Context: an optimization exercise on an open-source flow, tuned for small area, a short achievable clock period and few clock cycles. The choices shown serve that exercise and are no tape-out recipe. Only simulation tests tie the RTL to the original design; equivalence was not proved. Power and IR drop assume default switching activity.

== nickel ==
==> flow/design.v <==
module corr_engine #(
    parameter TIMEOUT_TICKS = 10,
    parameter SEQ_RESET     = 0
) (
    input  wire       clk,
    input  wire       rst,           
    input  wire       cmd_valid,
    output wire       cmd_ready,
    input  wire [1:0] cmd_op,        
    input  wire [7:0] cmd_seq,       
    output reg        ev_valid,
    input  wire       ev_ready,
    output reg  [3:0] ev_code,
    output reg  [7:0] ev_seq
);
    localparam NE = TIMEOUT_TICKS;   
    localparam [1:0] OP_SEND    = 2'd0;
    localparam [1:0] OP_RESOLVE = 2'd1;
    localparam [1:0] OP_TICK    = 2'd2;
    localparam [3:0] EV_SEND_ACCEPTED = 4'h1;
    localparam [3:0] EV_SEND_REJECTED = 4'h2;
    localparam [3:0] EV_RESPONSE      = 4'h3;
    localparam [3:0] EV_TIMEOUT       = 4'h4;
    localparam [3:0] EV_UNMATCHED     = 4'hA;
    localparam [7:0] REASON_SEQ_BUSY  = 8'h01;
    integer i;
    genvar gr, gc;
    reg  [254:0] pend_valid;         
    reg  [7:0]   seq_ctr;
    reg          s_v;
    reg  [1:0]   s_op;
    reg  [7:0]   s_seq;
    reg          c_v;
    reg          c_send, c_res, c_tick;
    reg  [7:0]   c_seq;              
    reg  [15:0]  c_row, c_col;       
    reg          c_spec;             
    reg          last_rej;           
    reg          tk;                 
    reg          t_ok;               
    reg          t_lastrow;          
    reg          b_v;
    reg  [3:0]   b_code;
    reg  [7:0]   b_seq;
    reg  [7:0]   ctr_nx;             
    reg  [15:0]  m_reg;
    reg  [3:0]   m_row;
    reg  [7:0]   ep_start [0:NE-1];
    reg  [NE-1:0] ep_used;
    reg  [NE-1:0] ep_wrap;
    wire [255:0] vext = {1'b0, pend_valid};
    wire [15:0]  rowdata;
    generate
        for (gc = 0; gc < 16; gc = gc + 1) begin : g_rd
            wire [15:0] colbits;
            for (gr = 0; gr < 16; gr = gr + 1) begin : g_rb
                assign colbits[gr] = vext[16*gr + gc];
            end
            assign rowdata[gc] = |(colbits & c_row);
        end
    endgenerate
    wire hit_raw = |(rowdata & c_col);
    wire         xc_empty = !ep_used[0] || ep_wrap[1];
    wire [7:0]   xc_lo    = ep_wrap[0] ? seq_ctr : ep_start[0];
    wire [7:0]   xc_hi    = ep_start[1];
    wire [7:0]   xc_hm    = xc_hi - 8'd1;
    wire         xc_wrap  = (xc_lo >= xc_hi);
    wire         xc_hnz   = (xc_hi != 8'd0);
    reg          x_stale;
    reg          sa_d;               
    reg          ctr_chg;            
    reg          x_empty, x_wrap, x_hnz, x_jump;
    reg  [7:0]   x_lo, x_hm;
    reg  [3:0]   x_first, x_last;
    always @(posedge clk) begin
        x_empty <= xc_empty;
        x_wrap  <= xc_wrap;
        x_hnz   <= xc_hnz;
        x_lo    <= xc_lo;
        x_hm    <= xc_hm;
        x_first <= (xc_wrap && xc_hnz) ? 4'd0 : xc_lo[7:4];
        x_last  <= xc_wrap ? 4'd15 : xc_hm[7:4];
        x_jump  <= xc_wrap && (xc_hm[7:4] < xc_lo[7:4]);
    end
    wire [3:0]   r       = c_seq[7:4];
    wire [3:0]   r_next  = (x_jump && r == x_hm[7:4]) ? x_lo[7:4] : r + 4'd1;
    wire [15:0]  rmask;
    generate
        for (gc = 0; gc < 16; gc = gc + 1) begin : g_mask
            wire ge_lo = (r > x_lo[7:4]) || (r == x_lo[7:4] && gc >= x_lo[3:0]);
            wire le_hm = (r < x_hm[7:4]) || (r == x_hm[7:4] && gc <= x_hm[3:0]);
            assign rmask[gc] = x_wrap ? (ge_lo || (le_hm && x_hnz)) : (ge_lo && le_hm);
        end
    endgenerate
    reg          m_any;              
    reg  [3:0]   m_col;
    always @* begin
        m_col = 4'd0;
        for (i = 15; i >= 0; i = i - 1)
            if (m_reg[i]) m_col = i;
    end
    wire [15:0]  m_low    = 16'd1 << m_col;
    wire h_free    = !ev_valid || ev_ready;
    wire emit_to   = m_any && !b_v;
    wire exec_sr   = c_v && (c_send || c_res) && !m_any && !b_v;
    wire force_rej = c_spec && last_rej;
    wire hit       = hit_raw || (c_send && force_rej);
    wire send_try  = exec_sr && c_send && !force_rej;    
    wire send_ok   = send_try && !hit_raw;
    wire s_a       = send_try && ep_used[0] && (ep_wrap[0] || ctr_nx == ep_start[0] || ctr_nx == ep_start[1]);
    reg  [NE-1:0] f_hit;
    always @* begin
        for (i = 0; i < NE; i = i + 1)
            f_hit[i] = ctr_chg && (seq_ctr == ep_start[i]);
    end
    wire t_act     = c_v && c_tick && !x_stale;
    wire t_empty   = !tk && x_empty;
    wire t_rowok   = tk || t_ok;
    wire m_room    = !m_any;
    wire t_read    = t_act && !t_empty && t_rowok && m_room;
    wire t_reload  = t_act && !t_empty && !t_rowok;
    wire t_last    = t_read && t_lastrow;
    wire t_done    = (t_act && t_empty) || t_last;
    wire t_adv     = t_read && !t_last;
    wire c_nop     = c_v && !(c_send || c_res || c_tick);    
    wire c_done    = exec_sr || t_done || c_nop;
    wire c_load    = !c_v || c_done;
    assign cmd_ready = !s_v;
    wire   cmd_fire  = cmd_valid && !s_v;
    wire       n_v   = s_v || cmd_valid;
    wire [1:0] n_op  = s_v ? s_op  : cmd_op;
    wire [7:0] n_seq = s_v ? s_seq : cmd_seq;
    wire [7:0] ctr_inc  = ctr_nx;
    wire [7:0] ctr_inc2 = (ctr_nx == 8'd254) ? 8'd0 : ctr_nx + 8'd1;
    wire       ctr_step = send_try;                           
    wire [7:0] ctr_spec = ctr_step ? ctr_inc : seq_ctr;
    reg  [7:0] a_next;
    always @* begin
        if (c_load)
            a_next = (n_op == OP_SEND) ? ctr_spec :
                     (n_op == OP_TICK) ? {x_first, 4'd0} : n_seq;
        else if (t_reload)
            a_next = {x_first, 4'd0};
        else if (t_adv)
            a_next = {r_next, 4'd0};
        else
            a_next = c_seq;
    end
    wire [3:0] eh_code = m_any ? EV_TIMEOUT : c_send ? EV_SEND_REJECTED : EV_RESPONSE;
    wire [3:0] em_code = m_any ? EV_TIMEOUT : c_send ? EV_SEND_ACCEPTED : EV_UNMATCHED;
    wire [7:0] eh_seq  = m_any ? {m_row, m_col} : c_send ? REASON_SEQ_BUSY : c_seq;
    wire [7:0] em_seq  = m_any ? {m_row, m_col} : c_seq;
    wire [3:0] e_code  = hit ? eh_code : em_code;
    wire [7:0] e_seq   = hit ? eh_seq  : em_seq;
    wire [3:0] hh_code = b_v ? b_code : eh_code;
    wire [3:0] hm_code = b_v ? b_code : em_code;
    wire [7:0] hh_seq  = b_v ? b_seq  : eh_seq;
    wire [7:0] hm_seq  = b_v ? b_seq  : em_seq;
    reg         rst_q;
    always @(posedge clk)
        rst_q <= rst;
    wire        wen  = (exec_sr && !(c_send && force_rej)) || t_read;
    wire        wval = c_send && !rst_q;
    wire [15:0] wrow = {16{rst_q}} | ({16{wen}} & c_row);
    wire [15:0] wcol = {16{rst_q}} | (t_read ? rmask : c_col);
    generate
        for (gr = 0; gr < 16; gr = gr + 1) begin : g_wr
            for (gc = 0; gc < 16; gc = gc + 1) begin : g_wc
                if (16*gr + gc < 255) begin : g_bit
                    always @(posedge clk)
                        if (wrow[gr] && wcol[gc])
                            pend_valid[16*gr + gc] <= wval;
                end
            end
        end
    endgenerate
    always @(posedge clk) begin
        c_seq <= a_next;
        for (i = 0; i < 16; i = i + 1) begin
            c_row[i] <= (a_next[7:4] == i);
            c_col[i] <= (a_next[3:0] == i);
        end
        if (c_load) begin
            c_send <= (n_op == OP_SEND);
            c_res  <= (n_op == OP_RESOLVE);
            c_tick <= (n_op == OP_TICK);
            c_spec <= ctr_step;
        end
        if (cmd_fire && !c_load) begin
            s_op  <= cmd_op;
            s_seq <= cmd_seq;
        end
        if (exec_sr && c_send)
            last_rej <= hit;
        if (!b_v) begin
            b_code <= e_code;
            b_seq  <= e_seq;
        end
        if (t_read)
            m_row <= r;
        x_stale <= t_done || s_a || sa_d;
        sa_d    <= s_a;
        if (c_load) begin
            t_ok      <= !x_stale && !(t_done || s_a || sa_d);
            t_lastrow <= (x_first == x_last);
        end else if (t_reload) begin
            t_ok      <= 1'b1;
            t_lastrow <= (x_first == x_last);
        end else if (t_adv) begin
            t_lastrow <= (r_next == x_last);
        end
        if (rst) begin
            s_v      <= 1'b0;
            c_v      <= 1'b0;
            tk       <= 1'b0;
            m_reg    <= 16'd0;
            m_any    <= 1'b0;
            seq_ctr  <= SEQ_RESET;
            ctr_nx   <= SEQ_RESET + 1;
            ev_valid <= 1'b0;
            b_v      <= 1'b0;
            ep_used  <= {NE{1'b0}};
            ep_wrap[NE-1]  <= 1'b0;
            ep_start[NE-1] <= SEQ_RESET;
            ctr_chg  <= 1'b0;
        end else begin
            if (c_load)
                c_v <= n_v;
            if (c_load && s_v)
                s_v <= 1'b0;
            else if (cmd_fire && !c_load)
                s_v <= 1'b1;
            if (t_reload || t_adv)
                tk <= 1'b1;
            else if (t_done)
                tk <= 1'b0;
            if (t_read) begin
                m_reg <= rowdata & rmask;
                m_any <= |(rowdata & rmask);
            end else if (emit_to) begin
                m_reg <= m_reg & ~m_low;
                m_any <= |(m_reg & ~m_low);
            end
            if (h_free) begin
                ev_valid <= b_v || emit_to || exec_sr;
                ev_code <= hit ? hh_code : hm_code;
                ev_seq  <= hit ? hh_seq  : hm_seq;
            end
            if (h_free)
                b_v <= 1'b0;
            else if (emit_to || exec_sr)
                b_v <= 1'b1;
            if (send_ok) begin
                seq_ctr <= ctr_inc;
                ctr_nx  <= ctr_inc2;
                ep_used[NE-1] <= 1'b1;
            end
            ctr_chg <= send_ok;
            if (!t_done)
                ep_wrap <= ep_wrap | f_hit;
            if (t_done) begin
                for (i = 0; i < NE-1; i = i + 1) begin
                    ep_start[i] <= ep_start[i+1];
                    ep_used[i]  <= ep_used[i+1];
                    ep_wrap[i]  <= ep_wrap[i+1] || f_hit[i+1];
                end
                ep_start[NE-1] <= seq_ctr;
                ep_used[NE-1]  <= 1'b0;
                ep_wrap[NE-1]  <= 1'b0;
            end
        end
    end
endmodule
Settings: LEC_CHECK=0, CAP_MARGIN=20, CORE_MARGIN=2, CORE_UTILIZATION=40, SETUP_SLACK_MARGIN=4.4, SLEW_MARGIN=20; clock period 7.5 ns.
standard.sh (not shown) runs the stock make flow with config.mk's settings and CLKGATE_MAP_FILE= SYNTH_SCRIPT=/design/flow/synth_recipe.tcl, a recipe that flattens the netlist after the stock synthesis.
==> flow/flow/run.sh <==
#!/bin/bash
# The standard layout (the standard.sh, all steps), except that the
# buffers buffer_ports puts on every input and output port are
# sky130_fd_sc_hd__buf_2 cells instead of the tool's default choice.
# The full output of the flow goes to standard.log in this folder; the
# per-step tool logs stay under orfs/logs as standard.sh writes them.
export BUFFER_PORTS_ARGS="-buffer_cell sky130_fd_sc_hd__buf_2"
bash standard.sh > standard.log 2>&1
Testbench counts of nickel, summed over its fixed seeds: cycles 25,325.
Input changes introduced in yarrow (baseline for comparison: nickel):
--- a/flow/design.v
+++ b/flow/design.v
@@ -37,8 +37,6 @@
     reg          c_spec;             
     reg          last_rej;           
     reg          tk;                 
-    reg          t_ok;               
-    reg          t_lastrow;          
     reg          b_v;
     reg  [3:0]   b_code;
     reg  [7:0]   b_seq;
@@ -115,11 +113,11 @@
     end
     wire t_act     = c_v && c_tick && !x_stale;
     wire t_empty   = !tk && x_empty;
-    wire t_rowok   = tk || t_ok;
+    wire t_rowok   = tk || (r == x_first);
     wire m_room    = !m_any;
     wire t_read    = t_act && !t_empty && t_rowok && m_room;
     wire t_reload  = t_act && !t_empty && !t_rowok;
-    wire t_last    = t_read && t_lastrow;
+    wire t_last    = t_read && (r == x_last);
     wire t_done    = (t_act && t_empty) || t_last;
     wire t_adv     = t_read && !t_last;
     wire c_nop     = c_v && !(c_send || c_res || c_tick);    
@@ -156,13 +154,10 @@
     wire [3:0] hm_code = b_v ? b_code : em_code;
     wire [7:0] hh_seq  = b_v ? b_seq  : eh_seq;
     wire [7:0] hm_seq  = b_v ? b_seq  : em_seq;
-    reg         rst_q;
-    always @(posedge clk)
-        rst_q <= rst;
     wire        wen  = (exec_sr && !(c_send && force_rej)) || t_read;
-    wire        wval = c_send && !rst_q;
-    wire [15:0] wrow = {16{rst_q}} | ({16{wen}} & c_row);
-    wire [15:0] wcol = {16{rst_q}} | (t_read ? rmask : c_col);
+    wire        wval = c_send && !rst;
+    wire [15:0] wrow = {16{rst}} | ({16{wen}} & c_row);
+    wire [15:0] wcol = {16{rst}} | (t_read ? rmask : c_col);
     generate
         for (gr = 0; gr < 16; gr = gr + 1) begin : g_wr
             for (gc = 0; gc < 16; gc = gc + 1) begin : g_wc
@@ -200,15 +195,6 @@
             m_row <= r;
         x_stale <= t_done || s_a || sa_d;
         sa_d    <= s_a;
-        if (c_load) begin
-            t_ok      <= !x_stale && !(t_done || s_a || sa_d);
-            t_lastrow <= (x_first == x_last);
-        end else if (t_reload) begin
-            t_ok      <= 1'b1;
-            t_lastrow <= (x_first == x_last);
-        end else if (t_adv) begin
-            t_lastrow <= (r_next == x_last);
-        end
         if (rst) begin
             s_v      <= 1'b0;
             c_v      <= 1'b0;
Results
When yarrow is set beside nickel, its power density over the cells turns out to be about 1.3% smaller.
Delta(utilization, yarrow - nickel) > 0
Cmp nickel and yarrow / layout sequential cell count / higher: nickel
Looking at number of non-filler instances in the completed layout, yarrow sits above nickel.
In yarrow the sequential share of layout area turned out 1.7 points lower than in nickel.
Delta(count of plain and timing-repair buffers in the layout, yarrow - nickel) > 0
Diff nickel -> yarrow | via count of the first global-routing pass | increase of 206
Going from nickel to yarrow, wire length of the first global-routing pass grows by about 0.9%.
Summary of yarrow over nickel: post-layout total power grew by 1.2%, delay contributed by the slowest stage of the critical path picked up an extra 0.20 ns, area of the die increased by 1.4% relative to the old numbers.
Testbench counts of yarrow, summed over its fixed seeds: cycles 25,242.

[separate check: timing with driven ports]
In the flow no input, the clock included, has a driving cell. The finished layouts below were timed again as built, in two steps.
Step 1, drivers: a clkbuf_16 drives clk and a buf_2 each remaining input, both assumed.
Step 2 also shifts input and output timing later by t, the mid clock arrival at the registers, as if the neighbouring blocks saw the same clock.
Slacks: ideal ports / drivers / drivers and shift; pairs: ideal ports / drivers.
| run | shift t [ns] | slack for setup (ns) | latest minus earliest clock arrival (ns) | worst data-port slew with drivers (ns) |
|---|---|---|---|---|
| nickel | 0.666 | 4.469 / 4.469 / 4.207 | 0.049 / 0.049 | 0.03 |
| yarrow | 0.668 | 4.513 / 4.518 / 3.878 | 0.036 / 0.036 | 0.04 |
After both steps every run listed still meets setup and hold. For yarrow, which loses most, drivers alone change the setup slack by +0.005 ns; drivers and shift together by -0.635 ns.
